What follows belongs to an exercise in optimizing a design on an open flow for small area, a short achievable clock period and few clock cycles per item; a production flow would make more cautious choices.
Function was checked by simulation only, so behaviour that the tests miss may differ from the original.
Power is estimated from default activity; no workload was simulated.

File: flow/design.v
module lzdec (
    input  wire        clk,
    input  wire        rst,             
    input  wire        cmd_valid,
    output wire        cmd_ready,
    input  wire        cmd_kind,        
    input  wire        cmd_len_known,
    input  wire        cmd_cap_en,
    input  wire [15:0] cmd_src_len,
    input  wire [31:0] cmd_skip,
    input  wire [31:0] cmd_take,
    input  wire [31:0] cmd_max_out,
    input  wire [7:0]  cmd_fill,
    input  wire        in_valid,
    input  wire [7:0]  in_data,
    output wire        in_ready,
    output wire        out_valid,
    output wire [7:0]  out_data,
    input  wire        out_ready,
    output wire        done,
    output wire [2:0]  err,
    output wire        win_we,
    output wire [11:0] win_waddr,
    output wire [7:0]  win_wdata,
    output wire [11:0] win_raddr,
    input  wire [7:0]  win_rdata
);
    localparam [2:0] E_NONE  = 3'd0,
                     E_TRUNC = 3'd1,
                     E_RANGE = 3'd3,
                     E_OVF   = 3'd4;
    localparam [3:0] P_IDLE  = 4'd0,
                     P_FIRST = 4'd1,    
                     P_TOK   = 4'd2,    
                     P_P1    = 4'd3,    
                     P_P2    = 4'd4,    
                     P_SHORT = 4'd5,    
                     P_GAM   = 4'd6,    
                     P_GC    = 4'd7,    
                     P_LM1   = 4'd8,    
                     P_END   = 4'd9;    
    localparam [1:0] G_SEL  = 2'd0,     
                     G_REPN = 2'd1,     
                     G_FARN = 2'd2;     
    reg         run;
    reg         fin;
    reg  [2:0]  err_r;
    reg         kind;
    reg         len_known;
    reg         cap_en;
    reg  [7:0]  fill;
    reg  [15:0] src_rem;
    reg         src_z;
    reg  [31:0] skip_rem;
    reg         skip_nz;
    reg  [31:0] take_rem;
    reg         take_one;
    reg  [31:0] cap_rem;
    reg         cap_z;
    reg  [3:0]  ps;
    reg  [7:0]  acc;           
    reg  [7:0]  pf;            
    reg         pf_v;
    reg  [3:0]  bcnt;          
    reg         have_acc;      
    reg         lwm;
    reg  [12:0] last_off;      
    reg  [31:0] g;             
    reg  [1:0]  gsel;
    reg         gbig;          
    reg         lo_set;        
    reg         far_bad;       
    reg         far_a1;        
    reg         far_a2;        
    reg         c_act;
    reg         c_last;
    reg         c_off;         
    reg  [31:0] c_n;
    reg  [1:0]  c_x;           
    reg  [12:0] c_d;           
    reg         w_valid;
    reg         w_ram;         
    reg  [7:0]  w_byte;        
    reg  [11:0] ni;            
    reg         full;          
    wire       cap_blk = cap_en && cap_z;
    wire       w_prod  = run && w_valid && !cap_blk && (skip_nz || out_ready);
    wire       w_acc   = !w_valid || w_prod;
    wire [7:0] w_val   = w_ram ? win_rdata : w_byte;
    wire       take_end = w_prod && !skip_nz && len_known && take_one;
    wire       ovf      = run && w_valid && cap_blk;
    assign out_valid = run && w_valid && !cap_blk && !skip_nz;
    assign out_data  = w_val;
    assign win_we    = w_prod;
    assign win_waddr = ni - 12'd1;     
    assign win_wdata = w_val;
    assign cmd_ready = !run;
    assign done      = fin;
    assign err       = err_r;
    wire r2w    = c_act && w_acc;
    wire lit_ok = !c_act && w_acc;
    wire cpy_ok = !c_act || (c_last && w_acc);
    wire [7:0] pf_rev   = {pf[0], pf[1], pf[2], pf[3], pf[4], pf[5], pf[6], pf[7]};
    wire [7:0] ca       = have_acc ? acc : (kind ? pf : pf_rev);
    wire [3:0] cn       = have_acc ? bcnt : 4'd8;
    wire       st_bits  = (ps == P_TOK) || (ps == P_P1) || (ps == P_P2) ||
                          (ps == P_SHORT) || (ps == P_GAM) || (ps == P_GC);
    wire       db_pf    = pf_v && (have_acc || !st_bits);    
    wire [7:0] db       = db_pf ? pf : in_data;
    wire       port_av  = !src_z && in_valid;
    wire [31:0] gv      = {g[30:0], ca[7]};
    reg  [3:0]  ps_n;
    reg  [31:0] g_n;
    reg  [1:0]  gsel_n;
    reg         gbig_n;
    reg         lo_set_n;
    reg         far_bad_n;
    reg         far_a1_n;
    reg         far_a2_n;
    reg         gvbig;         
    reg         gv2;           
    reg  [4:0]  fh;            
    reg  [12:0] fdist;
    reg         lwm_n;
    reg  [12:0] lo_n;
    reg  [2:0]  k;             
    reg         nbits;         
    reg         brd;           
    reg         bok;           
    reg         e_lit;         
    reg         e_cpy;         
    reg         e_cpyv;        
    reg         e_n1, e_n2, e_fast, e_end;
    reg  [7:0]  e_litv;
    reg  [12:0] e_d;
    reg  [31:0] e_n;
    reg  [1:0]  e_x;
    reg  [2:0]  e_err;
    reg         cbit;
    reg  [31:0] gval;
    reg  [3:0]  dd;
    reg         sdone;
    reg         two;           
    reg         to_sn;         
    reg         sn_bit;
    reg         near_do;       
    reg         dbl;           
    wire [12:0] pd = last_off;
    always @(*) begin
        ps_n    = ps;
        g_n     = g;
        gsel_n  = gsel;
        gbig_n  = gbig;
        lo_set_n = lo_set;
        far_bad_n = far_bad;
        far_a1_n = far_a1;
        far_a2_n = far_a2;
        gvbig   = gbig || g[4];
        gv2     = 1'b0;
        fh      = 5'd0;
        fdist   = 13'd0;
        lwm_n   = lwm;
        lo_n    = last_off;
        k       = 3'd0;
        nbits   = 1'b0;
        brd     = 1'b0;
        bok     = 1'b1;
        e_lit   = 1'b0;
        e_cpy   = 1'b0;
        e_cpyv  = 1'b0;
        e_n1    = 1'b0;
        e_n2    = 1'b0;
        e_fast  = 1'b0;
        e_end   = 1'b0;
        e_litv  = db;
        e_d     = pd;
        e_n     = 32'd0;
        e_x     = 2'd0;
        e_err   = len_known ? E_TRUNC : E_NONE;
        cbit    = 1'b0;
        gval    = gv;
        dd      = 4'd0;
        sdone   = 1'b0;
        two     = 1'b0;
        to_sn   = 1'b0;
        sn_bit  = 1'b0;
        near_do = 1'b0;
        dbl     = 1'b0;
        case (ps)
        P_FIRST: begin
            brd   = 1'b1;
            bok   = lit_ok;
            e_lit = 1'b1;
            lwm_n = 1'b0;
            ps_n  = P_TOK;
        end
        P_TOK: begin
            nbits = 1'b1;
            if (!kind) begin
                k   = 3'd1;
                brd = 1'b1;
                if (ca[7]) begin
                    bok   = lit_ok;
                    e_lit = 1'b1;
                end else begin
                    lo_n[7:0] = db;
                    ps_n      = P_LM1;
                    if (db_pf && port_av && cpy_ok) begin
                        dbl   = 1'b1;
                        e_cpy = 1'b1;
                        e_d   = {1'b0, in_data[7:4], pf};
                        e_n   = {28'd0, in_data[3:0]} + 32'd3;
                        ps_n  = P_TOK;
                        if ({in_data[7:4], pf} == 12'd0) begin
                            e_end = 1'b1;
                            e_err = E_RANGE;
                        end else begin
                            e_cpyv = 1'b1;
                        end
                    end
                end
            end else if (!ca[7]) begin
                k     = 3'd1;
                brd   = 1'b1;
                bok   = lit_ok;
                e_lit = 1'b1;
                lwm_n = 1'b0;
            end else if (cn == 4'd1) begin
                k    = 3'd1;
                ps_n = P_P1;
            end else if (!ca[6]) begin
                k      = 3'd2;
                g_n    = 32'd1;
                gbig_n = 1'b0;
                gsel_n = G_SEL;
                ps_n   = P_GAM;
            end else if (cn == 4'd2) begin
                k    = 3'd2;
                ps_n = P_P2;
            end else begin
                k      = 3'd3;
                to_sn  = 1'b1;
                sn_bit = ca[5];
            end
        end
        P_P1: begin
            nbits = 1'b1;
            if (!ca[7]) begin
                k      = 3'd1;
                g_n    = 32'd1;
                gbig_n = 1'b0;
                gsel_n = G_SEL;
                ps_n   = P_GAM;
            end else if (cn == 4'd1) begin
                k    = 3'd1;
                ps_n = P_P2;
            end else begin
                k      = 3'd2;
                to_sn  = 1'b1;
                sn_bit = ca[6];
            end
        end
        P_P2: begin
            nbits  = 1'b1;
            k      = 3'd1;
            to_sn  = 1'b1;
            sn_bit = ca[7];
        end
        P_SHORT: begin
            nbits = 1'b1;
            if (g[3:0] == 4'd1 && cn >= 4'd4) begin
                k     = 3'd4;
                dd    = ca[7:4];
                sdone = 1'b1;
            end else begin
                k     = 3'd1;
                g_n   = gv;
                gbig_n = gbig || g[4];
                dd    = gv[3:0];
                sdone = g[3];
            end
            if (sdone) begin
                lwm_n = 1'b0;
                ps_n  = P_TOK;
                if (dd == 4'd0) begin
                    e_lit  = 1'b1;
                    e_litv = 8'h00;
                end else begin
                    e_cpy  = 1'b1;
                    e_cpyv = 1'b1;
                    e_d    = {9'd0, dd};
                    e_n    = 32'd1;
                    e_n1   = 1'b1;
                end
            end
        end
        P_GAM, P_GC: begin
            nbits = 1'b1;
            if (ps == P_GAM && cn == 4'd1) begin
                k    = 3'd1;
                g_n  = gv;
                gbig_n = gbig || g[4];
                ps_n = P_GC;
            end else begin
                cbit = (ps == P_GAM) ? ca[6] : ca[7];
                gval = (ps == P_GAM) ? gv : g;
                gvbig = (ps == P_GAM) ? (gbig || g[4]) : gbig;
                two  = (ps == P_GAM) && cn >= 4'd4 && ca[6] && !gv[31];
                if (two) begin
                    k    = 3'd4;
                    cbit = ca[4];
                    gval = {gv[30:0], ca[5]};
                    gvbig = gbig || g[4] || g[3];
                end else begin
                    k    = (ps == P_GAM) ? 3'd2 : 3'd1;
                end
                gv2 = !gvbig && gval[4:0] == 5'd2;
                if (cbit) begin
                    if (gval[31]) begin
                        e_end = 1'b1;
                        e_err = E_RANGE;
                    end else begin
                        g_n  = gval;
                        gbig_n = gvbig;
                        ps_n = P_GAM;
                    end
                end else begin
                    case (gsel)
                    G_SEL: begin
                        if (!lwm && gv2) begin
                            g_n    = 32'd1;
                            gbig_n = 1'b0;
                            gsel_n = G_REPN;
                            ps_n   = P_GAM;
                        end else begin
                            brd        = 1'b1;
                            fh         = gval[4:0] - (lwm ? 5'd2 : 5'd3);
                            fdist      = {fh, db};
                            lo_n       = fdist;
                            lo_set_n   = 1'b1;
                            far_bad_n  = gvbig || gval[4:0] > (lwm ? 5'd18 : 5'd19) ||
                                         fdist == 13'd0 || fdist > 13'd4096;
                            far_a1_n   = fdist >= 13'd1280;
                            far_a2_n   = fdist < 13'd128;
                            g_n        = 32'd1;
                            gbig_n     = 1'b0;
                            gsel_n     = G_FARN;
                            ps_n       = P_GAM;
                        end
                    end
                    G_REPN: begin
                        if (!lo_set) begin
                            e_end = 1'b1;
                            e_err = E_RANGE;
                        end else begin
                            e_cpy  = 1'b1;
                            e_cpyv = 1'b1;
                            e_fast = 1'b1;
                            e_d    = last_off;
                            e_n    = gval;
                            e_n2   = gv2;
                            lwm_n  = 1'b1;
                            ps_n   = P_TOK;
                        end
                    end
                    default: begin
                        if (far_bad) begin
                            e_end = 1'b1;
                            e_err = E_RANGE;
                        end else begin
                            e_cpy  = 1'b1;
                            e_cpyv = 1'b1;
                            e_fast = 1'b1;
                            e_n2   = gv2 && !far_a1 && !far_a2;
                            e_d    = pd;
                            e_n    = gval;
                            e_x    = {far_a2, far_a1};
                            lwm_n  = 1'b1;
                            ps_n   = P_TOK;
                        end
                    end
                    endcase
                end
            end
        end
        P_LM1: begin
            brd   = 1'b1;
            bok   = cpy_ok;
            e_cpy = 1'b1;
            e_d   = {1'b0, db[7:4], pd[7:0]};
            e_n   = {28'd0, db[3:0]} + 32'd3;
            ps_n  = P_TOK;
            if ({db[7:4], pd[7:0]} == 12'd0) begin
                e_end = 1'b1;
                e_err = E_RANGE;
            end else begin
                e_cpyv = 1'b1;
            end
        end
        default: ;
        endcase
        if (to_sn) begin
            g_n = 32'd1;
            gbig_n = 1'b0;
            if (sn_bit)
                ps_n = P_SHORT;
            else
                near_do = 1'b1;
        end
        if (near_do) begin
            brd   = 1'b1;
            bok   = cpy_ok;
            e_cpy = 1'b1;
            e_d   = {6'd0, db[7:1]};
            e_n   = db[0] ? 32'd3 : 32'd2;
            lo_n  = {6'd0, db[7:1]};
            lo_set_n = 1'b1;
            lwm_n = 1'b1;
            ps_n  = P_TOK;
            if (db[7:1] == 7'd0)
                e_end = 1'b1;
            else
                e_cpyv = 1'b1;
        end
        if (e_end)
            ps_n = P_END;
    end
    wire stepping = run && (ps != P_IDLE) && (ps != P_END);
    wire bits_ok  = !nbits || have_acc || pf_v;
    wire vref     = nbits && !have_acc && pf_v;      
    wire emit_ok  = e_lit ? lit_ok : (e_cpy ? cpy_ok : 1'b1);
    wire ok_emit  = brd ? bok : emit_ok;
    wire eoi = stepping && src_z &&
               ((nbits && !have_acc && !pf_v) || (brd && !db_pf));
    wire commit = stepping && bits_ok && ok_emit && (!brd || db_pf || port_av);
    wire c_pf = stepping && pf_v &&
                (vref || (brd && db_pf && ok_emit && bits_ok));
    reg in_pf;
    always @(*) begin
        case (ps)
        P_FIRST: in_pf = lit_ok;
        P_LM1:   in_pf = cpy_ok;
        P_TOK:   in_pf = have_acc && (kind ? (!acc[7] && lit_ok) : (!acc[7] || lit_ok));
        default: in_pf = 1'b0;
        endcase
    end
    wire c_pf_in = stepping && pf_v && (vref || in_pf);
    assign in_ready = stepping && !src_z && (!pf_v || c_pf_in);
    wire byte_take  = in_ready && in_valid;
    wire c_port = commit && ((brd && !db_pf) || dbl);
    wire lit_go  = commit && e_lit;
    wire cpy_go  = commit && e_cpyv;   
    wire fast_go = commit && e_fast && !c_act && w_acc;
    wire ent_r   = r2w || fast_go;     
    function [13:0] sub14(input [13:0] a, input [13:0] b);
        reg [13:0] gen, pro, gg, pp, tg, tp;
        integer i, d;
        begin
            gen = a & ~b;
            pro = a ^ ~b;
            gg  = gen;
            pp  = pro;
            gg[0] = gen[0] | pro[0];         
            for (d = 1; d < 14; d = d * 2) begin
                tg = gg;
                tp = pp;
                for (i = d; i < 14; i = i + 1) begin
                    gg[i] = tg[i] | (tp[i] & tg[i - d]);
                    pp[i] = tp[i] & tp[i - d];
                end
            end
            sub14[0] = ~pro[0];
            for (i = 1; i < 14; i = i + 1)
                sub14[i] = pro[i] ^ gg[i - 1];
        end
    endfunction
    wire [12:0] dsel = c_act ? c_d : last_off;
    wire [13:0] rsrc = sub14({1'b0, full, ni}, {1'b0, dsel});
    wire        rneg = rsrc[13];   
    wire        rbyp = (dsel == 13'd1);    
    assign win_raddr = rsrc[11:0];
    always @(posedge clk) begin
        if (rst) begin
            run     <= 1'b0;
            fin     <= 1'b0;
            err_r   <= E_NONE;
            ps      <= P_IDLE;
            c_act   <= 1'b0;
            w_valid <= 1'b0;
        end else if (!run) begin
            fin <= 1'b0;
            if (cmd_valid) begin
                kind      <= cmd_kind;
                len_known <= cmd_len_known;
                cap_en    <= cmd_cap_en;
                fill      <= cmd_fill;
                src_rem   <= cmd_src_len;
                src_z     <= (cmd_src_len == 16'd0);
                skip_rem  <= cmd_skip;
                skip_nz   <= (cmd_skip != 32'd0);
                take_rem  <= cmd_take;
                take_one  <= (cmd_take == 32'd1);
                cap_rem   <= cmd_max_out;
                cap_z     <= (cmd_max_out == 32'd0);
                acc       <= 8'd0;
                bcnt      <= 4'd0;
                have_acc  <= 1'b0;
                pf_v      <= 1'b0;
                lwm       <= 1'b0;
                last_off  <= 13'd0;
                lo_set    <= 1'b0;
                ni        <= 12'd0;
                full      <= 1'b0;
                c_act     <= 1'b0;
                w_valid   <= 1'b0;
                err_r     <= E_NONE;
                if (cmd_len_known && cmd_take == 32'd0) begin
                    fin <= 1'b1;
                    ps  <= P_IDLE;
                end else begin
                    run <= 1'b1;
                    ps  <= cmd_kind ? P_FIRST : P_TOK;
                end
            end
        end else begin
            if (byte_take) begin
                src_rem <= src_rem - 16'd1;
                src_z   <= (src_rem == 16'd1);
            end
            if (byte_take && !c_port) begin
                pf   <= in_data;
                pf_v <= 1'b1;
            end else if (c_pf) begin
                pf_v <= 1'b0;
            end
            if (eoi) begin
                err_r <= len_known ? E_TRUNC : E_NONE;
                ps    <= P_END;
            end else if (vref && !commit) begin
                acc  <= ca;
                bcnt <= 4'd8;
                have_acc <= 1'b1;
            end else if (commit) begin
                if (nbits) begin
                    acc  <= ca << k;
                    bcnt <= cn - {1'b0, k};
                    have_acc <= (cn != {1'b0, k});
                end
                ps       <= ps_n;
                g        <= g_n;
                gsel     <= gsel_n;
                gbig     <= gbig_n;
                lo_set   <= lo_set_n;
                far_bad  <= far_bad_n;
                far_a1   <= far_a1_n;
                far_a2   <= far_a2_n;
                lwm      <= lwm_n;
                last_off <= lo_n;
                if (e_end)
                    err_r <= e_err;
            end
            if (!c_act || (c_last && r2w)) begin
                c_n    <= e_n;
                c_x    <= e_x;
                c_last <= fast_go ? e_n2 : e_n1;
                c_off  <= fast_go;
                c_d    <= e_d;
            end else if (r2w) begin
                if (c_x != 2'd0)
                    c_x <= c_x - 2'd1;
                else
                    c_n <= c_n - 32'd1;
                c_last <= (c_n == {30'd0, 2'd2 + {1'b0, c_off} - c_x});
            end
            if (cpy_go)
                c_act <= !(fast_go && e_n1);
            else if (r2w && c_last)
                c_act <= 1'b0;
            if (ent_r || lit_go) begin
                w_valid <= 1'b1;
                ni      <= ni + 12'd1;
                if (ni == 12'hfff)
                    full <= 1'b1;
            end else if (w_prod) begin
                w_valid <= 1'b0;
            end
            w_ram <= ent_r && !rneg && !rbyp;
            if (lit_go)
                w_byte <= e_litv;
            else if (ent_r && rneg)
                w_byte <= fill;
            else
                w_byte <= w_val;
            if (w_prod) begin
                cap_rem <= cap_rem - 32'd1;
                cap_z   <= (cap_rem == 32'd1);
                if (skip_nz) begin
                    skip_rem <= skip_rem - 32'd1;
                    skip_nz  <= (skip_rem != 32'd1);
                end else if (len_known) begin
                    take_rem <= take_rem - 32'd1;
                    take_one <= (take_rem == 32'd2);
                end
            end
            if (take_end) begin
                run   <= 1'b0;
                fin   <= 1'b1;
                err_r <= E_NONE;
            end else if (ovf) begin
                run   <= 1'b0;
                fin   <= 1'b1;
                err_r <= E_OVF;
            end else if (ps == P_END && !c_act && !w_valid) begin
                run <= 1'b0;
                fin <= 1'b1;
            end
        end
    end
endmodule
File: flow/constraint.sdc
create_clock -name core_clock -period 6.0 [get_ports {clk}]
set_input_delay 1.2000 -clock core_clock [delete_from_list [all_inputs] [get_ports {clk}]]
set_output_delay 1.2000 -clock core_clock [all_outputs]
set_load 0.01 [all_outputs]
File: flow/flow/run.sh
#!/bin/bash
# The standard layout, with the port buffers that buffer_ports inserts made of
# plain buffers (buf_2) instead of the delay-buffer cell it picks by default.
set -euo pipefail
export BUFFER_PORTS_ARGS="-buffer_cell sky130_fd_sc_hd__buf_2"
bash standard.sh > standard_flow.log 2>&1
File: flow/standard.sh
#!/bin/bash
# synth_recipe.tcl (not shown) runs the flow's synth.tcl, then flattens the netlist and writes it again
# the make line also repeats each setting of config.mk as NAME=value (left out here)
make -C /OpenROAD-flow-scripts/flow DESIGN_CONFIG=/design/flow/config.mk WORK_HOME=/design/flow/orfs CLKGATE_MAP_FILE= SYNTH_SCRIPT=/design/flow/synth_recipe.tcl "${@:-finish}"
File: flow/config.mk
export PLATFORM = sky130hd
export DESIGN_NAME = lzdec
export DESIGN_NICKNAME = lzdec
export VERILOG_FILES = /design/flow/design.v
export SDC_FILE = /design/flow/constraint.sdc
export NUM_CORES = 4
export LEC_CHECK = 0
export ABC_CLOCK_PERIOD_IN_PS = 3500
export CAP_MARGIN = 0
export CORE_MARGIN = 2
export CORE_UTILIZATION = 60
export SETUP_SLACK_MARGIN = 1.5
export SLEW_MARGIN = 0
==> summary.txt, run 1 <==
Root buffer cell: clkbuf_16
Post-synthesis to final-layout area growth: 13.7%
Final worst-path setup slack: 1.48 ns
FP Rows: 64
Area leader, netlist: edfxtp_1
Post-synthesis sequential area ratio: 45.3%
# IOs: 192
Inst Count DP: 2521
CP Data Required Time: 4.80 ns
First-pass DRT Iterations: 6
Clock Skews: 0.0142 ns
H-tree Lvls: 2
Layout Cells excl Fill: 2598
Crit start category: primary input
CTS sink count: 284
Top-count cell post-synth: nor2_1
DR vias/cell: 6.34
DR vias: 16500
Ys async rst share: 0%
VDD IR max: 0.000206 V
Post-Synth Adder-Cell Area: 2.63%
Pin count of the biggest net entering global routing: 116
Setup violations, final: 0
Worst Reg2Reg Path Length in Cells: 12
RSZ-0062 raised after global routing: true
Filler cell count: 2477
Post-Synth Simple-Gate Area: 21.0%
Register clock-pin slew on the reported worst setup and hold paths: 0.06 ns
Final WL: 52.2 mm
Crit path capture type: output port
Detailed-route wire length per cell: 20.1 um
Max Slew Vio Count: 0
HP Class: reg2reg
Synth Flop Type: edfxtp_1
Top cell type's share of synthesized area: 44.1%
Leak: 7.59 nW
Fraction of layout cells with a size suffix above 1: 16.4%
# DRC: 0
Number of synthesized flops with an enable pin: 273
Synth Area in Compound Gates: 16.2%
Post-synthesis register bit count: 284
TNS Setup: 0 ns
Number of max-cap violations: 0
First-pass GRT wire length: 82.6 mm
Tot GR Track Use: 31.3%
Die X: 180 um
Cell variety after synth: 91
Slew @ Worst Pin: 1.13 ns
Maximum clock frequency: 221 MHz
Mapped Nets: 2190
Hold Path Cell Cnt: 2
Pwr/cell area: 253 mW/mm2
Synth Area in XOR/XNOR: 7.45%
Vias in the first global route: 15500
Tmin final: 4.52 ns
Worst hold margin: 0.458 ns
Hpwl dp: 37.4 mm
Most common library cells after synthesis: nor2_1, edfxtp_1, nand2_1, a21oi_1, xnor2_1
Placement Cell Area: 0.0199 mm2
Die ar.: 0.0324 mm2
CTS tree: done
Worst slack, placed: 1.19 ns
Bufs on Longest Clock Path: 3
Synth top area cells: edfxtp_1, nor2_1, xnor2_1
Net count, final: 2356
Iter 0 DRT Violations: 1576
Final Hold Fails: 0
Port Buffers: 191
Synth Warn #: 1
Global route overflow: 0
Cell Area, Synth: 0.0186 mm2
Status: finished clean
Relative max-transition margin: 24.7%
Die Span Y: 180 um
Crit Path Max Fanout: 6
Tcrit/Tclk final: 75.3%
Cells after Synth: 2009
Multiplexer share of the synthesized area: 3.76%
Initial core utilization: 60.9%
Antenna violation net count after detailed routing: 0
Antenna violations before repair: 3
GPL Wtd Cong: 0.968
Final std cell area, no fill: 0.0211 mm2
Clk latency of the worst-skew pair: 0.51 ns
Core Region: 0.0305 mm2
Critical path class: in2out
Largest family of logic cells by synthesized area: simple AND/OR/NAND/NOR gates
Synth Area per Inst: 9.25 um2
CTS buffer count: 34
Crit path arrival time: 3.32 ns
[cell usage in the layout, fill, tap and decap left out, types with 8 or more instances in the layout]
master and n:
a221oi_1 14, nor2_1 296, dfxtp_1 9, o22ai_1 15
nand2_1 228, a31oi_1 55, nand4_1 16, ha_1 35
inv_1 50, or4_1 16, mux2_2 16, o31ai_1 11
or3_1 13, xor2_1 54, edfxtp_1 273, or2_2 9
mux2i_1 40, nor4_1 61, a22o_1 29, clkbuf_1 8
nor2b_1 14, buf_4 41, xnor2_1 104, buf_2 192
clkbuf_16 37, and3_1 14, a211oi_1 11, nand2b_1 17
a21oi_1 154, clkinv_1 10, nand3_1 45, nor3_1 65
o21ai_0 74
[critical path, stage by stage]
cell and delay [ns]:
buf_2 0.09, o2bb2ai_1 0.15, o21ai_1 0.52, nand2_1 0.12, maj3_1 0.36, inv_1 0.06
a31oi_1 0.07, a211oi_1 0.51, buf_2 0.23
[final timing paths]
kind                            startpoint       end  slack (ns)
worst max-delay path             out_ready  in_ready        1.48
worst min register to register    err_r[2]  err_r[2]        0.46
worst min-delay path              err_r[2]  err_r[2]        0.46
worst max register to register    have_acc  err_r[0]        1.67
[flip-flops by register name, indices dropped and copies added (netlist names), 12 cells and up]
register and cells:
g 32, c_n 32, src_rem 16, last_off 13, take_rem 32, skip_rem 32
c_d 13, ni 12, cap_rem 32
[cell families (layout without fill, tap and decap cells)]
family	after synthesis	in the layout
buf+inv	158	350
xor+xnor	158	158
mux	65	65
other cells	0	1
simple gates	840	840
fa+ha+maj	38	38
flops	284	284
compound gates	466	466
[report_power, final]
group | internal, W | switching (W) | total [W]
registers | 0.00230 | 0.0000999 | 0.00240
clock network | 0.00116 | 0.000810 | 0.00197
logic | 0.000369 | 0.000600 | 0.000969
total | 0.00383 | 0.00151 | 0.00534
[area by class of cell]
| cell class | count | area (um2) | area share [%] |
|---|---|---|---|
| clock buffers | 45 | 956 | 4.52 |
| flip-flops and latches | 284 | 8430 | 39.9 |
| clock inverters | 17 | 98.8 | 0.468 |
| inverters | 52 | 199 | 0.942 |
| diodes | 1 | 2.50 | 0.0118 |
| repair buffers | 236 | 1320 | 6.25 |
| well taps | 396 | 495 | 2.35 |
| multi-input cells | 1567 | 9630 | 45.6 |
[per-layer routing]
metal / global-route usage, % / vias to the layer above / wire [um]
li1: - / 7792 / -
met1: 42.9 / 7827 / 22000
met2: 51.5 / 708 / 24500
met3: 5.11 / 137 / 4060
met4: 9.50 / 4 / 1660
met5: 0 / - / 27
[through the flow]
step	power, W	utilization [%]
floorplan	0.00305	-
global placement	0.00334	65.1
detailed placement	0.00336	65.1
CTS	0.00532	68.8
global route	0.00553	69.2
finish	0.00534	69.2
[repair_timing]
action | 4_1_cts | 5_1_grt
pin swaps | 2 | 6
buffers inserted | 8 | 6
hold buffers | 0 | 0
setup endpoints to repair | 14 | 89
gates resized for setup | 10 | 16
Testbench counts, summed over its fixed seeds: cycles 594,718, bytes 529,560.
==> run 2: changes to the inputs <==
--- a/flow/config.mk
+++ b/flow/config.mk
@@ -10,4 +10,4 @@
 export CORE_MARGIN = 2
 export CORE_UTILIZATION = 60
-export SETUP_SLACK_MARGIN = 1.5
+export SETUP_SLACK_MARGIN = 1.8
 export SLEW_MARGIN = 0
==> run 2 against run 1 <==
Final cell count grew 0.85%. Clock power fell by 7%. Via count up 0.44%. Die area unchanged. Routed wire length up 2.6%. Largest power group unchanged.
==> summary.txt, run 2 <==
CTS tree: done
Root buffer cell: clkbuf_16
Top-count cell post-synth: nor2_1
Pwr/cell area: 246 mW/mm2 (-2.8%)
Most common library cells after synthesis: nor2_1, edfxtp_1, nand2_1, a21oi_1, xnor2_1
Vias in the first global route: 15900 (+2.0%)
Leak: 7.73 nW (+1.8%)
Setup violations, final: 0 (unchanged)
Tmin final: 4.59 ns (+0.0734 ns)
Commonest non-fill, non-tap cell in the layout: nor2_1
Initial core utilization: 60.9% (unchanged)
# DRC: 0 (unchanged)
Crit path arrival time: 3.39 ns (+0.07 ns)
Net count, final: 2380 (+1.0%)
Layout Cells excl Fill: 2620 (+0.85%)
FP Rows: 64 (unchanged)
Max Slew Vio Count: 0 (unchanged)
RSZ-0062 raised after global routing: true
Clock Skews: 0.0164 ns (+0.00223 ns)
Status: finished clean
Synth Warn #: 1 (unchanged)
Inst Count DP: 2518 (-0.12%)
Relative max-transition margin: 24.7% (-0.042 points)
DR vias: 16500 (+0.44%)
Post-synthesis register bit count: 284 (unchanged)
Detailed-route wire length per cell: 20.4 um (+1.7%)
CTS buffer count: 31 (-8.8%)
Synth top area cells: edfxtp_1, nor2_1, xnor2_1
Crit-path max cell delay: 0.51 ns (about the same)
Antenna violations before repair: 2 (-1)
Fraction of layout cells with a size suffix above 1: 18.1% (+1.7 points)
GPL Wtd Cong: 0.985 (+1.7%)
Tcrit/Tclk final: 76.5% (+1.2 points)
Die X: 180 um (unchanged)
Mapped Nets: 2190 (unchanged)
Antenna violation net count after detailed routing: 0 (unchanged)
Pin count of the biggest net entering global routing: 100 (-14%)
Synth Flop Type: edfxtp_1
TNS Setup: 0 ns (unchanged)
Die ar.: 0.0324 mm2 (unchanged)
Tot GR Track Use: 31.9% (+0.58 points)
Buffers & Inverters on Critical Path: 3 (unchanged)
Post-synthesis to final-layout area growth: 15.9%
Cell Area, Synth: 0.0186 mm2 (unchanged)
DR vias/cell: 6.31 (-0.40%)
Top cell type's share of synthesized area: 44.1% (unchanged)
Most frequent cells in the layout: nor2_1, edfxtp_1, nand2_1, buf_2, a21oi_1
Register clock-pin slew on the reported worst setup and hold paths: 0.06 ns (about the same)
Port Buffers: 191 (unchanged)
Slew @ Worst Pin: 1.13 ns (+0.000630 ns)
Final WL: 53.6 mm (+2.6%)
Area leader, netlist: edfxtp_1
Placement Cell Area: 0.0199 mm2 (+0.16%)
CP Data Required Time: 4.80 ns (about the same)
# IOs: 192 (unchanged)
First-pass GRT wire length: 84.4 mm (+2.2%)
Crit start category: flip-flop
Bufs on Longest Clock Path: 3 (unchanged)
Number of max-cap violations: 0 (unchanged)
Core Region: 0.0305 mm2 (unchanged)
Ys async rst share: 0% (unchanged)
Post-synthesis sequential area ratio: 45.3% (unchanged)
Number of synthesized flops with an enable pin: 273 (unchanged)
H-tree Lvls: 1 (-1)
Crit path capture type: output port
Clk latency of the worst-skew pair: 0.57 ns (+0.06 ns)
Cell variety after synth: 91 (unchanged)
Crit Path Max Fanout: 5 (-1)
Synth Area per Inst: 9.25 um2 (unchanged)
Global route overflow: 0 (unchanged)
Maximum clock frequency: 218 MHz (-1.6%)
Crit-path most repeated cell: buf_12
Iter 0 DRT Violations: 1419 (-10%)
HP Class: reg2reg
Critical-path top delay cell: or4_4
Final Hold Fails: 0 (unchanged)
Crit path cell chain: buf_12, buf_12, mux2i_4, ha_4, o21a_1, o31ai_2, nand2_1, o31a_1, a41o_1, or4_4, nand2_4, xnor2_2, buf_2
Cells after Synth: 2009 (unchanged)
Top delay family on crit path: compound AO/OA/AOI/OAI gates
Critical path class: reg2out
CTS sink count: 284 (unchanged)
VDD IR max: 0.000228 V (+11%)
Final std cell area, no fill: 0.0215 mm2 (+2.0%)
First-pass DRT Iterations: 6 (unchanged)
Die Span Y: 180 um (unchanged)
Hpwl dp: 37.7 mm (+0.81%)
## run 2: metrics by stage
stage	power (W)	setup WS, ns	utilization [%]	hold slack, ns
2_1_floorplan	0.00306	1.76	-	0.476
3_3_place_gp	0.00335	1.60	65.2	0.444
3_5_place_dp	0.00337	1.43	65.2	0.457
4_1_cts	0.00522	1.46	69.4	0.466
5_1_grt	0.00547	1.34	70.6	0.495
6_report	0.00529	1.41	70.6	0.469
## run 2: layout make-up
cell class,instances,area (um2)
clock inverters,7,60.1
fillers,2387,8970
inverters,52,199
clock buffers,50,897
diodes,1,2.50
well taps,396,495
repair inverters,1,5.00
multi-input cells,1567,9860
flip-flops and latches,284,8420
repair buffers,262,1600
## run 2: logic make-up after synthesis
kind of cell / count (synthesis) / share of synthesized area [%]
simple gates: 840 / 21.0
buf+inv: 158 / 3.58
flops: 284 / 45.3
xor+xnor: 158 / 7.45
fa+ha+maj: 38 / 2.63
mux: 65 / 3.76
compound gates: 466 / 16.2
## run 2: power by group
part	total, W	switching, W	internal [W]
logic	0.00105	0.000635	0.000416
registers	0.00240	0.000101	0.00230
clock network	0.00184	0.000782	0.00106
## run 2: worst register-to-register path, delay by kind of cell (launching register included)
kind	cells	cell delay (ns)
flops	1	0.35
compound gates	7	1.74
buf+inv	3	0.39
simple gates	2	0.63
fa+ha+maj	1	0.25
mux	2	0.47
## run 2: final timing paths
path	depth (start not counted)	end	slack [ns]	startpoint
min reg2reg	2	err_r[2]	0.47	err_r[2]
max	13	win_raddr[11]	1.41	c_act
max reg2reg	15	w_byte[5]	1.86	c_act
min	2	err_r[2]	0.47	err_r[2]
## run 2: metal layers
layer,part of all wire [%],track usage (%),vias up
met5,0.024,0,-
met4,2.8,9.17,2
met3,8.1,4.70,112
met2,47,52.8,774
met1,42,43.9,7826
li1,-,-,7827
## run 2: what timing repair did
item | 4_1_cts | 5_1_grt
gates resized for setup | 25 | 40
pin swaps | 8 | 17
setup buffers | 24 | 18
endpoints found under the setup margin | 104 | 110
gates cloned | 2 | 0
hold buffers | 0 | 0
==> run 3: changes to the inputs <==
--- a/flow/config.mk
+++ b/flow/config.mk
@@ -6,8 +6,8 @@
 export NUM_CORES = 4
 export LEC_CHECK = 0
-export ABC_CLOCK_PERIOD_IN_PS = 3500
+export ABC_CLOCK_PERIOD_IN_PS = 4000
 export CAP_MARGIN = 0
 export CORE_MARGIN = 2
 export CORE_UTILIZATION = 60
-export SETUP_SLACK_MARGIN = 1.8
+export SETUP_SLACK_MARGIN = 1.6
 export SLEW_MARGIN = 0
==> run 3 against run 2 <==
Clock power is 23% higher. Flip-flop and latch count stayed put. Power is 6.8% higher. Synthesized cell count stayed put. Largest cell class unchanged. Still clean.
==> summary.txt, run 3 <==
Iter 0 DRT Violations: 1472 (+3.7%)
Number of synthesized flops with an enable pin: 273 (unchanged)
Crit path capture type: output port
Cell variety after synth: 91 (unchanged)
Port Buffers: 191 (unchanged)
Mapped Nets: 2190 (unchanged)
Root buffer cell: clkbuf_16
Post-synthesis register bit count: 284 (unchanged)
Leak: 7.70 nW (-0.34%)
Crit path arrival time: 3.18 ns (-0.21 ns)
Crit start category: flip-flop
Top cell type's share of synthesized area: 44.1% (unchanged)
Global route overflow: 0 (unchanged)
Maximum clock frequency: 228 MHz (+4.8%)
Final std cell area, no fill: 0.0214 mm2 (-0.71%)
First-pass DRT Iterations: 5 (-1)
Antenna cell count: 0 (-1)
Pwr/cell area: 264 mW/mm2 (+7.5%)
VDD IR max: 0.000307 V (+34%)
Bufs on Longest Clock Path: 3 (unchanged)
Largest family of logic cells by synthesized area: simple AND/OR/NAND/NOR gates
RSZ-0062 raised after global routing: true
Pin count of the biggest net entering global routing: 115 (+15%)
Critical path startpoint: c_act
Multiplexer share of the synthesized area: 3.76% (unchanged)
Synth top area cells: edfxtp_1, nor2_1, xnor2_1
Final Hold Fails: 0 (unchanged)
CP Data Required Time: 4.80 ns (about the same)
Register clock-pin slew on the reported worst setup and hold paths: 0.06 ns (about the same)
CTS sink count: 284 (unchanged)
Cells after Synth: 2009 (unchanged)
Detailed-route wire length per cell: 19.9 um (-2.7%)
Synth Area in Compound Gates: 16.2% (unchanged)
Cell Area, Synth: 0.0186 mm2 (unchanged)
Synth Area in XOR/XNOR: 7.45% (unchanged)
Antenna violations before repair: 2 (unchanged)
Status: finished clean
# DRC: 0 (unchanged)
Placement Cell Area: 0.0199 mm2 (-0.13%)
H-tree Lvls: 2 (+1)
Top-count cell post-synth: nor2_1
Fraction of layout cells with a size suffix above 1: 17.2% (-0.89 points)
Area leader, netlist: edfxtp_1
Relative max-transition margin: 21.7% (-3.0 points)
Slew @ Worst Pin: 1.17 ns (+0.0440 ns)
Tcrit/Tclk final: 73.0% (-3.5 points)
Commonest non-fill, non-tap cell in the layout: nor2_1
Die ar.: 0.0324 mm2 (unchanged)
Die X: 180 um (unchanged)
Final Util: 70.1% (-0.50 points)
Crit Path Max Fanout: 5 (unchanged)
Most common library cells after synthesis: nor2_1, edfxtp_1, nand2_1, a21oi_1, xnor2_1
Post-synthesis to final-layout area growth: 15.1%
DR vias: 16400 (-0.97%)
Final WL: 51.7 mm (-3.4%)
Synth Warn #: 1 (unchanged)
Worst hold margin: 0.457 ns (-0.0114 ns)
TNS Setup: 0 ns (unchanged)
HP Class: reg2reg
# IOs: 192 (unchanged)
Net count, final: 2361 (-0.80%)
Post-Synth Simple-Gate Area: 21.0% (unchanged)
Max Slew Vio Count: 0 (unchanged)
Hold Path Origin: err_r[2]
FP Rows: 64 (unchanged)
Antenna violation net count after detailed routing: 0 (unchanged)
Worst Reg2Reg Path Length in Cells: 14 (-1)
Reg2reg start: pf[7]
Min-Delay Endpoint: err_r[2]
DR vias/cell: 6.30 (-0.21%)
Die Span Y: 180 um (unchanged)
Reg2Reg Setup Slack: 1.78 ns (-0.08 ns)
Vias in the first global route: 15600 (-1.6%)
Setup violations, final: 0 (unchanged)
Critical path class: reg2out
Clk latency of the worst-skew pair: 0.51 ns (-0.06 ns)
Core Region: 0.0305 mm2 (unchanged)
Initial core utilization: 60.9% (unchanged)
Hold Path Cell Cnt: 2 (unchanged)
CTS tree: done
Synth Area per Inst: 9.25 um2 (unchanged)
CTS buffer count: 34 (+9.7%)
Worst r2r dst: ni[7]
Post-Synth Adder-Cell Area: 2.63% (unchanged)
Post-synthesis sequential area ratio: 45.3% (unchanged)
Clock Skews: 0.0103 ns (-0.00613 ns)
Hpwl dp: 36.8 mm (-2.4%)
Ys async rst share: 0% (unchanged)
Most frequent cells in the layout: nor2_1, edfxtp_1, nand2_1, buf_2, a21oi_1
Number of max-cap violations: 0 (unchanged)
First-pass GRT wire length: 82.3 mm (-2.6%)
Synth Flop Type: edfxtp_1
Tot GR Track Use: 31.1% (-0.78 points)
GPL Wtd Cong: 0.989 (+0.39%)
Tmin final: 4.38 ns (-0.211 ns)
run 3: kinds of logic after synthesis:
| kind of cell | count (synthesis) |
|---|---|
| simple gates | 840 |
| compound gates | 466 |
| flops | 284 |
| xor+xnor | 158 |
| buf+inv | 158 |
| mux | 65 |
| fa+ha+maj | 38 |
run 3: cell type report:
class                           count  area, um2
Clock inverter                     15        223
Fill cell                        2435       9120
Multi-Input combinational cell   1567       9680
Tap cell                          396        495
Sequential cell                   284       8430
Timing Repair inverter              1       5.00
Inverter                           52        199
Timing Repair Buffer              240       1340
Clock buffer                       45       1020
run 3: how the worst max path moves through the flow:
stage / to / slack (ns)
after floorplan: g[0] / 1.64
after global placement: last_off[1] / 1.28
after detailed placement: last_off[4] / 1.24
after CTS: win_raddr[11] / 1.53
after global routing: win_raddr[11] / 1.48
final: win_raddr[11] / 1.62
run 3: critical path: stages, from the launching register on:
cell	delay, ns
dfxtp_4	0.42
mux2i_4	0.26
ha_1	0.25
nor2b_1	0.15
o31ai_2	0.19
nand2_1	0.11
o31a_1	0.26
a41o_1	0.20
or4_4	0.46
nand2_4	0.08
xnor2_2	0.12
buf_2	0.16
run 3: repair_timing:
action | CTS | global route
resized for setup | 17 | 20
buffers inserted | 11 | 7
gates cloned | 0 | 1
setup endpoints to repair | 84 | 103
pin swaps | 5 | 7
hold buffers | 0 | 0
run 3: where the power goes:
| group | switching, W | internal [W] |
|---|---|---|
| Clock | 0.000827 | 0.00145 |
| Sequential | 0.0000993 | 0.00230 |
| Combinational | 0.000598 | 0.000379 |
| Total | 0.00152 | 0.00413 |
run 3: layer usage:
metal	wire [um]	GRT usage, %	vias up
li1	-	-	7795
met1	22200	43.1	7774
met2	23900	50.1	690
met3	3970	5.25	117
met4	1640	10.3	4
met5	27	0	-
run 3: per-stage QoR:
step	worst slack, ns	cells	total power [W]
after floorplan	1.64	2009	0.00305
after global placement	1.28	2521	0.00334
after detailed placement	1.24	2521	0.00335
after CTS	1.53	2592	0.00563
after global routing	1.48	2600	0.00585
final	1.62	2600	0.00565
==> run 4: changes to the inputs <==
--- a/flow/config.mk
+++ b/flow/config.mk
@@ -6,5 +6,5 @@
 export NUM_CORES = 4
 export LEC_CHECK = 0
-export ABC_CLOCK_PERIOD_IN_PS = 4000
+export ABC_CLOCK_PERIOD_IN_PS = 4500
 export CAP_MARGIN = 0
 export CORE_MARGIN = 2
==> run 4 against run 3 <==
Clock power about the same. Non-clock buffer count stayed put. Fmax did not move. First-iteration DRC count stayed put. Largest cell class unchanged.
==> summary.txt, run 4 <==
# DRC: 0 (unchanged)
First-pass GRT wire length: 82.3 mm (unchanged)
Root buffer cell: clkbuf_16
Iter 0 DRT Violations: 1472 (unchanged)
DR vias: 16400 (unchanged)
VDD IR max: 0.000307 V (unchanged)
First-pass DRT Iterations: 5 (unchanged)
Setup violations, final: 0 (unchanged)
Reg2reg start: pf[7]
Net count, final: 2361 (unchanged)
Die X: 180 um (unchanged)
TNS Setup: 0 ns (unchanged)
HP Class: reg2reg
Crit start category: flip-flop
Cell variety after synth: 91 (unchanged)
Crit path capture type: output port
GPL Wtd Cong: 0.989 (unchanged)
Max Slew Vio Count: 0 (unchanged)
Synth Area per Inst: 9.25 um2 (unchanged)
Synth Flop Type: edfxtp_1
Leak: 7.70 nW (unchanged)
Bufs on Longest Clock Path: 3 (unchanged)
CTS buffer count: 34 (unchanged)
Layout Cells excl Fill: 2600 (unchanged)
Tcrit/Tclk final: 73.0% (unchanged)
Maximum clock frequency: 228 MHz (unchanged)
CP Data Required Time: 4.80 ns (about the same)
Mapped Nets: 2190 (unchanged)
CTS sink count: 284 (unchanged)
Worst slack, placed: 1.24 ns (unchanged)
Synth Warn #: 1 (unchanged)
Most frequent cells in the layout: nor2_1, edfxtp_1, nand2_1, buf_2, a21oi_1
Antenna violations before repair: 2 (unchanged)
Hold Path Cell Cnt: 2 (unchanged)
Top cell type's share of synthesized area: 44.1% (unchanged)
Slew @ Worst Pin: 1.17 ns (unchanged)
Global route hottest layer: met2
Final WL: 51.7 mm (unchanged)
Reg2Reg Setup Slack: 1.78 ns (about the same)
Register clock-pin slew on the reported worst setup and hold paths: 0.06 ns (about the same)
Post-synthesis register bit count: 284 (unchanged)
Hpwl dp: 36.8 mm (unchanged)
Post-synthesis to final-layout area growth: 15.1% (unchanged)
Fraction of layout cells with a size suffix above 1: 17.2% (unchanged)
Number of max-cap violations: 0 (unchanged)
Inst Count DP: 2521 (unchanged)
Port Buffers: 191 (unchanged)
Initial core utilization: 60.9% (unchanged)
Vias in the first global route: 15600 (unchanged)
Crit path arrival time: 3.18 ns (about the same)
# IOs: 192 (unchanged)
Top-count cell post-synth: nor2_1
M2 GR Usage: 50.1% (unchanged)
Ys async rst share: 0% (unchanged)
H-tree Lvls: 2 (unchanged)
DR vias/cell: 6.30 (unchanged)
Die Span Y: 180 um (unchanged)
Detailed-route wire length per cell: 19.9 um (unchanged)
Pin count of the biggest net entering global routing: 115 (unchanged)
Worst r2r dst: ni[7]
Hold Path Origin: err_r[2]
M1 GR Usage: 43.1% (unchanged)
Final worst-path setup slack: 1.62 ns (unchanged)
Tmin final: 4.38 ns (unchanged)
Clk latency of the worst-skew pair: 0.51 ns (about the same)
Relative max-transition margin: 21.7% (unchanged)
Cell Area, Synth: 0.0186 mm2 (unchanged)
RSZ-0062 raised after global routing: true
FP Rows: 64 (unchanged)
Post-synthesis sequential area ratio: 45.3% (unchanged)
Core Region: 0.0305 mm2 (unchanged)
Critical path class: reg2out
Worst Reg2Reg Path Length in Cells: 14 (unchanged)
Number of synthesized flops with an enable pin: 273 (unchanged)
Pwr/cell area: 264 mW/mm2 (unchanged)
Antenna violation net count after detailed routing: 0 (unchanged)
Min-Delay Endpoint: err_r[2]
Area leader, netlist: edfxtp_1
Synth top area cells: edfxtp_1, nor2_1, xnor2_1
Status: finished clean
Clock Skews: 0.0103 ns (unchanged)
Met3 GRT Util: 5.25% (unchanged)
Cells after Synth: 2009 (unchanged)
Hold buffer count at cts: 0 (unchanged)
Tot GR Track Use: 31.1% (unchanged)
Most common library cells after synthesis: nor2_1, edfxtp_1, nand2_1, a21oi_1, xnor2_1
CTS tree: done
Commonest non-fill, non-tap cell in the layout: nor2_1
Final Hold Fails: 0 (unchanged)
Global route overflow: 0 (unchanged)
Die ar.: 0.0324 mm2 (unchanged)
Crit Path Max Fanout: 5 (unchanged)
Antenna cell count: 0 (unchanged)
==> run 4: power breakdown <==
part | total [W] | switching (W) | internal (W) | leakage (nW)
clock | 0.00227 | 0.000827 | 0.00145 | 0.610
sequential | 0.00240 | 0.0000993 | 0.00230 | 2.67
combinational | 0.000977 | 0.000598 | 0.000379 | 4.42
==> run 4: what timing repair did <==
item	CTS	global route
gates cloned	0	1
pin swaps	5	7
setup endpoints to repair	84	103
buffers inserted	11	7
gates resized for setup	17	20
==> run 4: logic make-up (layout without fill, tap and decap cells) <==
| group | Yosys count | in the layout | share of synthesized area [%] |
|---|---|---|---|
| adder cells (fa/ha/maj) | 38 | 38 | 2.63 |
| buffers and inverters | 158 | 353 | 3.58 |
| AO/OA/AOI/OAI | 466 | 466 | 16.2 |
| XOR/XNOR | 158 | 158 | 7.45 |
| multiplexers | 65 | 65 | 3.76 |
| AND/OR/NAND/NOR | 840 | 840 | 21.0 |
| flip-flops | 284 | 284 | 45.3 |
==> run 4: critical path: stages (launching register included) <==
cell	delay (ns)
dfxtp_4	0.42
mux2i_4	0.26
ha_1	0.25
nor2b_1	0.15
o31ai_2	0.19
nand2_1	0.11
o31a_1	0.26
a41o_1	0.20
or4_4	0.46
nand2_4	0.08
xnor2_2	0.12
buf_2	0.16
==> run 4: final cells by class <==
cell class              count  area (um2)
repair inverters            1        5.00
repair buffers            240        1340
flip-flops and latches    284        8430
multi-input cells        1567        9680
well taps                 396         495
clock buffers              45        1020
inverters                  52         199
fillers                  2435        9120
clock inverters            15         223
==> run 4: routing by layer <==
metal / part of all wire (%) / up-vias
li1: - / 7795
met1: 43 / 7774
met2: 46 / 690
met3: 7.7 / 117
met4: 3.2 / 4
met5: 0.052 / -
==> run 4: worst max-delay path by stage <==
stage / from / end / slack, ns / cells after the start
floorplan: kind / g[0] / 1.64 / 14
global placement: out_ready / last_off[1] / 1.28 / 12
detailed placement: out_ready / last_off[4] / 1.24 / 12
CTS: c_act / win_raddr[11] / 1.53 / 11
global route: c_act / win_raddr[11] / 1.48 / 11
finish: c_act / win_raddr[11] / 1.62 / 11
==> run 4: through the flow <==
step                utilization, %  total power (W)  hold WS, ns  area (um2)
finish                        70.1          0.00565        0.457       21400
global route                  70.1          0.00585        0.479       21400
CTS                           69.6          0.00563        0.457       21200
detailed placement            65.1          0.00335        0.447       19900
global placement              65.1          0.00334        0.439       19900
floorplan                        -          0.00305        0.476       18600
==> run 5: changes to the inputs <==
--- a/flow/config.mk
+++ b/flow/config.mk
@@ -6,8 +6,8 @@
 export NUM_CORES = 4
 export LEC_CHECK = 0
-export ABC_CLOCK_PERIOD_IN_PS = 4500
+export ABC_CLOCK_PERIOD_IN_PS = 4000
 export CAP_MARGIN = 0
 export CORE_MARGIN = 2
-export CORE_UTILIZATION = 60
-export SETUP_SLACK_MARGIN = 1.6
+export CORE_UTILIZATION = 65
+export SETUP_SLACK_MARGIN = 1.7
 export SLEW_MARGIN = 0
==> run 5 against run 4 <==
Still clean. Cell area shrank 0.55%. Critical path depth stayed put. Global-route usage is 2.6 points higher. Power fell by 5.1%. Via count grew 2.0%. Non-clock buffer count increased by 6. Synthesized area is the same. Synthesized cell count is the same. Routed wire length rose by 0.81%. Die area fell by 7.5%. Largest cell class unchanged. Highest routed layer unchanged.
==> summary.txt, run 5 <==
Post-synthesis sequential area ratio: 45.3% (unchanged)
Hold Path Origin: err_r[2]
Met1 wire length: 21.2 mm (-4.3%)
Critical path class: reg2out
Synth Area per Inst: 9.25 um2 (unchanged)
Setup violations, final: 0 (unchanged)
FP Rows: 61 (-4.7%)
Tmin final: 4.47 ns (+0.0932 ns)
HP Class: reg2reg
Most frequent cells in the layout: nor2_1, edfxtp_1, nand2_1, buf_2, a21oi_1
Min-Delay Endpoint: err_r[2]
Net count, final: 2363 (+0.085%)
Ys async rst share: 0% (unchanged)
Antenna violations before repair: 3 (+1)
Cell variety after synth: 91 (unchanged)
Port Buffers: 191 (unchanged)
Number of synthesized flops with an enable pin: 273 (unchanged)
Root buffer cell: clkbuf_16
Cell Area, Synth: 0.0186 mm2 (unchanged)
Top-count cell post-synth: nor2_1
TNS Setup: 0 ns (unchanged)
Global route overflow: 0 (unchanged)
CTS tree: done
Worst slack, placed: 1.42 ns (+0.185 ns)
Register clock-pin slew on the reported worst setup and hold paths: 0.06 ns (about the same)
Mapped Nets: 2190 (unchanged)
Reg2reg start: ps[1]
Die Span Y: 173 um (-3.8%)
Fraction of layout cells with a size suffix above 1: 17.4% (+0.14 points)
DR vias: 16700 (+2.0%)
Synth Flop Type: edfxtp_1
Relative max-transition margin: 24.0% (+2.3 points)
Crit path capture type: output port
DR vias/cell: 6.47 (+2.7%)
CTS buffer count: 30 (-12%)
Clock Skews: 0.0142 ns (+0.00390 ns)
Slew @ Worst Pin: 1.14 ns (-0.0338 ns)
Die ar.: 0.0300 mm2 (-7.5%)
Core Region: 0.0279 mm2 (-8.4%)
Top cell type's share of synthesized area: 44.1% (unchanged)
Pwr/cell area: 252 mW/mm2 (-4.6%)
Synth top area cells: edfxtp_1, nor2_1, xnor2_1
Filler cell count: 1993 (-18%)
# DRC: 0 (unchanged)
Metal2 WL: 24.4 mm (+1.8%)
Final worst-path setup slack: 1.53 ns (-0.0932 ns)
Crit start category: flip-flop
Cells after Synth: 2009 (unchanged)
Tot GR Track Use: 33.7% (+2.6 points)
Status: finished clean
Critical path startpoint: c_act
Leak: 7.63 nW (-0.98%)
Met3 wire length: 4.51 mm (+14%)
Final WL: 52.1 mm (+0.81%)
Max Slew Vio Count: 0 (unchanged)
Area leader, netlist: edfxtp_1
GPL Wtd Cong: 0.995 (+0.60%)
Worst Reg2Reg Path Length in Cells: 10 (-4)
Hold buffer count at cts: 0 (unchanged)
# IOs: 192 (unchanged)
Synth Warn #: 1 (unchanged)
Clk latency of the worst-skew pair: 0.57 ns (+0.06 ns)
CP Data Required Time: 4.80 ns (about the same)
Hpwl dp: 36.8 mm (-0.19%)
Pin count of the biggest net entering global routing: 111 (-3.5%)
Vias in the first global route: 16100 (+3.0%)
Maximum clock frequency: 224 MHz (-2.1%)
Commonest non-fill, non-tap cell in the layout: nor2_1
Hold Path Cell Cnt: 2 (unchanged)
Iter 0 DRT Violations: 1721 (+17%)
CTS sink count: 284 (unchanged)
Crit Path Max Fanout: 6 (+1)
First-pass DRT Iterations: 5 (unchanged)
Uppermost layer routed: met5
Crit path arrival time: 3.27 ns (+0.09 ns)
Die X: 173 um (-3.8%)
First-pass GRT wire length: 83.0 mm (+0.90%)
Most common library cells after synthesis: nor2_1, edfxtp_1, nand2_1, a21oi_1, xnor2_1
Detailed-route wire length per cell: 20.2 um (+1.4%)
Number of max-cap violations: 0 (unchanged)
H-tree Lvls: 1 (-1)
Reg2Reg Setup Slack: 1.79 ns (about the same)
Tcrit/Tclk final: 74.5% (+1.6 points)
Worst r2r dst: ni[5]
Post-synthesis to final-layout area growth: 14.5%
RSZ-0062 raised after global routing: true
Antenna violation net count after detailed routing: 0 (unchanged)
Initial core utilization: 66.5% (+5.6 points)
Final Hold Fails: 0 (unchanged)
VDD IR max: 0.000180 V (-41%)
Post-synthesis register bit count: 284 (unchanged)
Bufs on Longest Clock Path: 3 (unchanged)
-- run 5: cell counts after synthesis --
Identical to the previous run, type by type.
-- run 5: metrics by stage --
stage | utilization (%) | power (W) | hold slack (ns) | cell area, um2 | std cells
after floorplan | - | 0.00305 | 0.476 | 18600 | 2009
after global placement | 71.0 | 0.00333 | 0.449 | 19800 | 2499
after detailed placement | 71.0 | 0.00335 | 0.456 | 19800 | 2499
after CTS | 75.3 | 0.00531 | 0.477 | 21000 | 2565
after global routing | 76.1 | 0.00553 | 0.507 | 21300 | 2584
final | 76.1 | 0.00536 | 0.478 | 21300 | 2584
-- run 5: metal layers --
layer / up-vias / GRT usage (%)
li1: 7781 / -
met1: 7900 / 46.0
met2: 872 / 55.0
met3: 157 / 5.23
met4: 2 / 12.0
met5: - / 0
-- run 5: report_power, final --
part           leakage (nW)  switching, W  total [W]  internal, W
clock                 0.502      0.000795    0.00197      0.00118
sequential             2.67     0.0000990    0.00240      0.00230
combinational          4.45      0.000609   0.000991     0.000382
-- run 5: repair_timing --
item                       CTS  global route
setup endpoints to repair   90           109
cloned                       1             0
setup buffers               11            17
pin swaps                    7             5
resized for setup           21            19
-- run 5: cell families after synthesis --
kind of cell,after synthesis,share of synthesized area (%)
buffers and inverters,158,3.58
adders and majority gates,38,2.63
and+or+nand+nor,840,21.0
AOI/OAI and AO/OA,466,16.2
muxes,65,3.76
DFF,284,45.3
xor gates and xnor gates,158,7.45
-- run 5: final cells by class --
cell class                      instances  area, um2  area share, %
Multi-Input combinational cell       1567       9740           45.8
Sequential cell                       284       8430           39.6
Timing Repair Buffer                  246       1390           6.51
Clock buffer                           38        822           3.87
Tap cell                              378        473           2.22
Clock inverter                         16        210          0.988
Inverter                               52        199          0.935
Timing Repair inverter                  1       5.00         0.0235
Antenna cell                            2       5.00         0.0235
-- run 5: worst max-delay path: stages (launching register included) --
cell and delay, ns:
dfxtp_4 0.41, mux2i_4 0.26, ha_1 0.25, nor2b_2 0.16
o31ai_2 0.22, nand2_1 0.12, o31a_1 0.29, a41o_1 0.20
or4_4 0.44, nand2_4 0.09, xnor2_2 0.11, buf_2 0.15
-- run 5: worst max path at each step --
stage,slack (ns),cells after the start,end
after global placement,1.58,12,gsel[0]
after CTS,1.52,13,win_raddr[11]
after floorplan,1.71,14,g[0]
final,1.53,11,win_raddr[11]
after global routing,1.45,13,win_raddr[10]
after detailed placement,1.42,12,gsel[0]

port drivers added, routing unchanged:
No port has a modelled driver above. Below, the same layouts with a new extraction and two added sets of constraints.
Step 1: set_driving_cell puts a clkbuf_16 on clk and a buf_2 on each other input, an assumption about the parent block.
Step 2 adds t to the input delays and takes it off the output delays; t is the mean of the earliest and latest rising clock arrival at the registers after step 1. Input paths then give back, and output paths get back, about the clock's delay inside the block.
Three values: ideal ports, drivers, drivers and shift; two values: the first two.
| run | shift t [ns] | setup slack, ns | hold slack, ns | cell pins on the clock port's net |
|---|---|---|---|---|
| run 1 | 0.562 | 1.484 / 1.420 / 1.325 | 0.458 / 0.458 / 0.458 | 1 |
| run 2 | 0.621 | 1.410 / 1.356 / 1.505 | 0.469 / 0.469 / 0.469 | 1 |
| run 3 | 0.558 | 1.622 / 1.571 / 1.251 | 0.457 / 0.457 / 0.457 | 1 |
| run 4 | 0.558 | 1.622 / 1.571 / 1.251 | 0.457 / 0.457 / 0.457 | 1 |
| run 5 | 0.614 | 1.529 / 1.476 / 1.409 | 0.478 / 0.478 / 0.478 | 1 |
After both steps setup and hold are still met in every run listed.
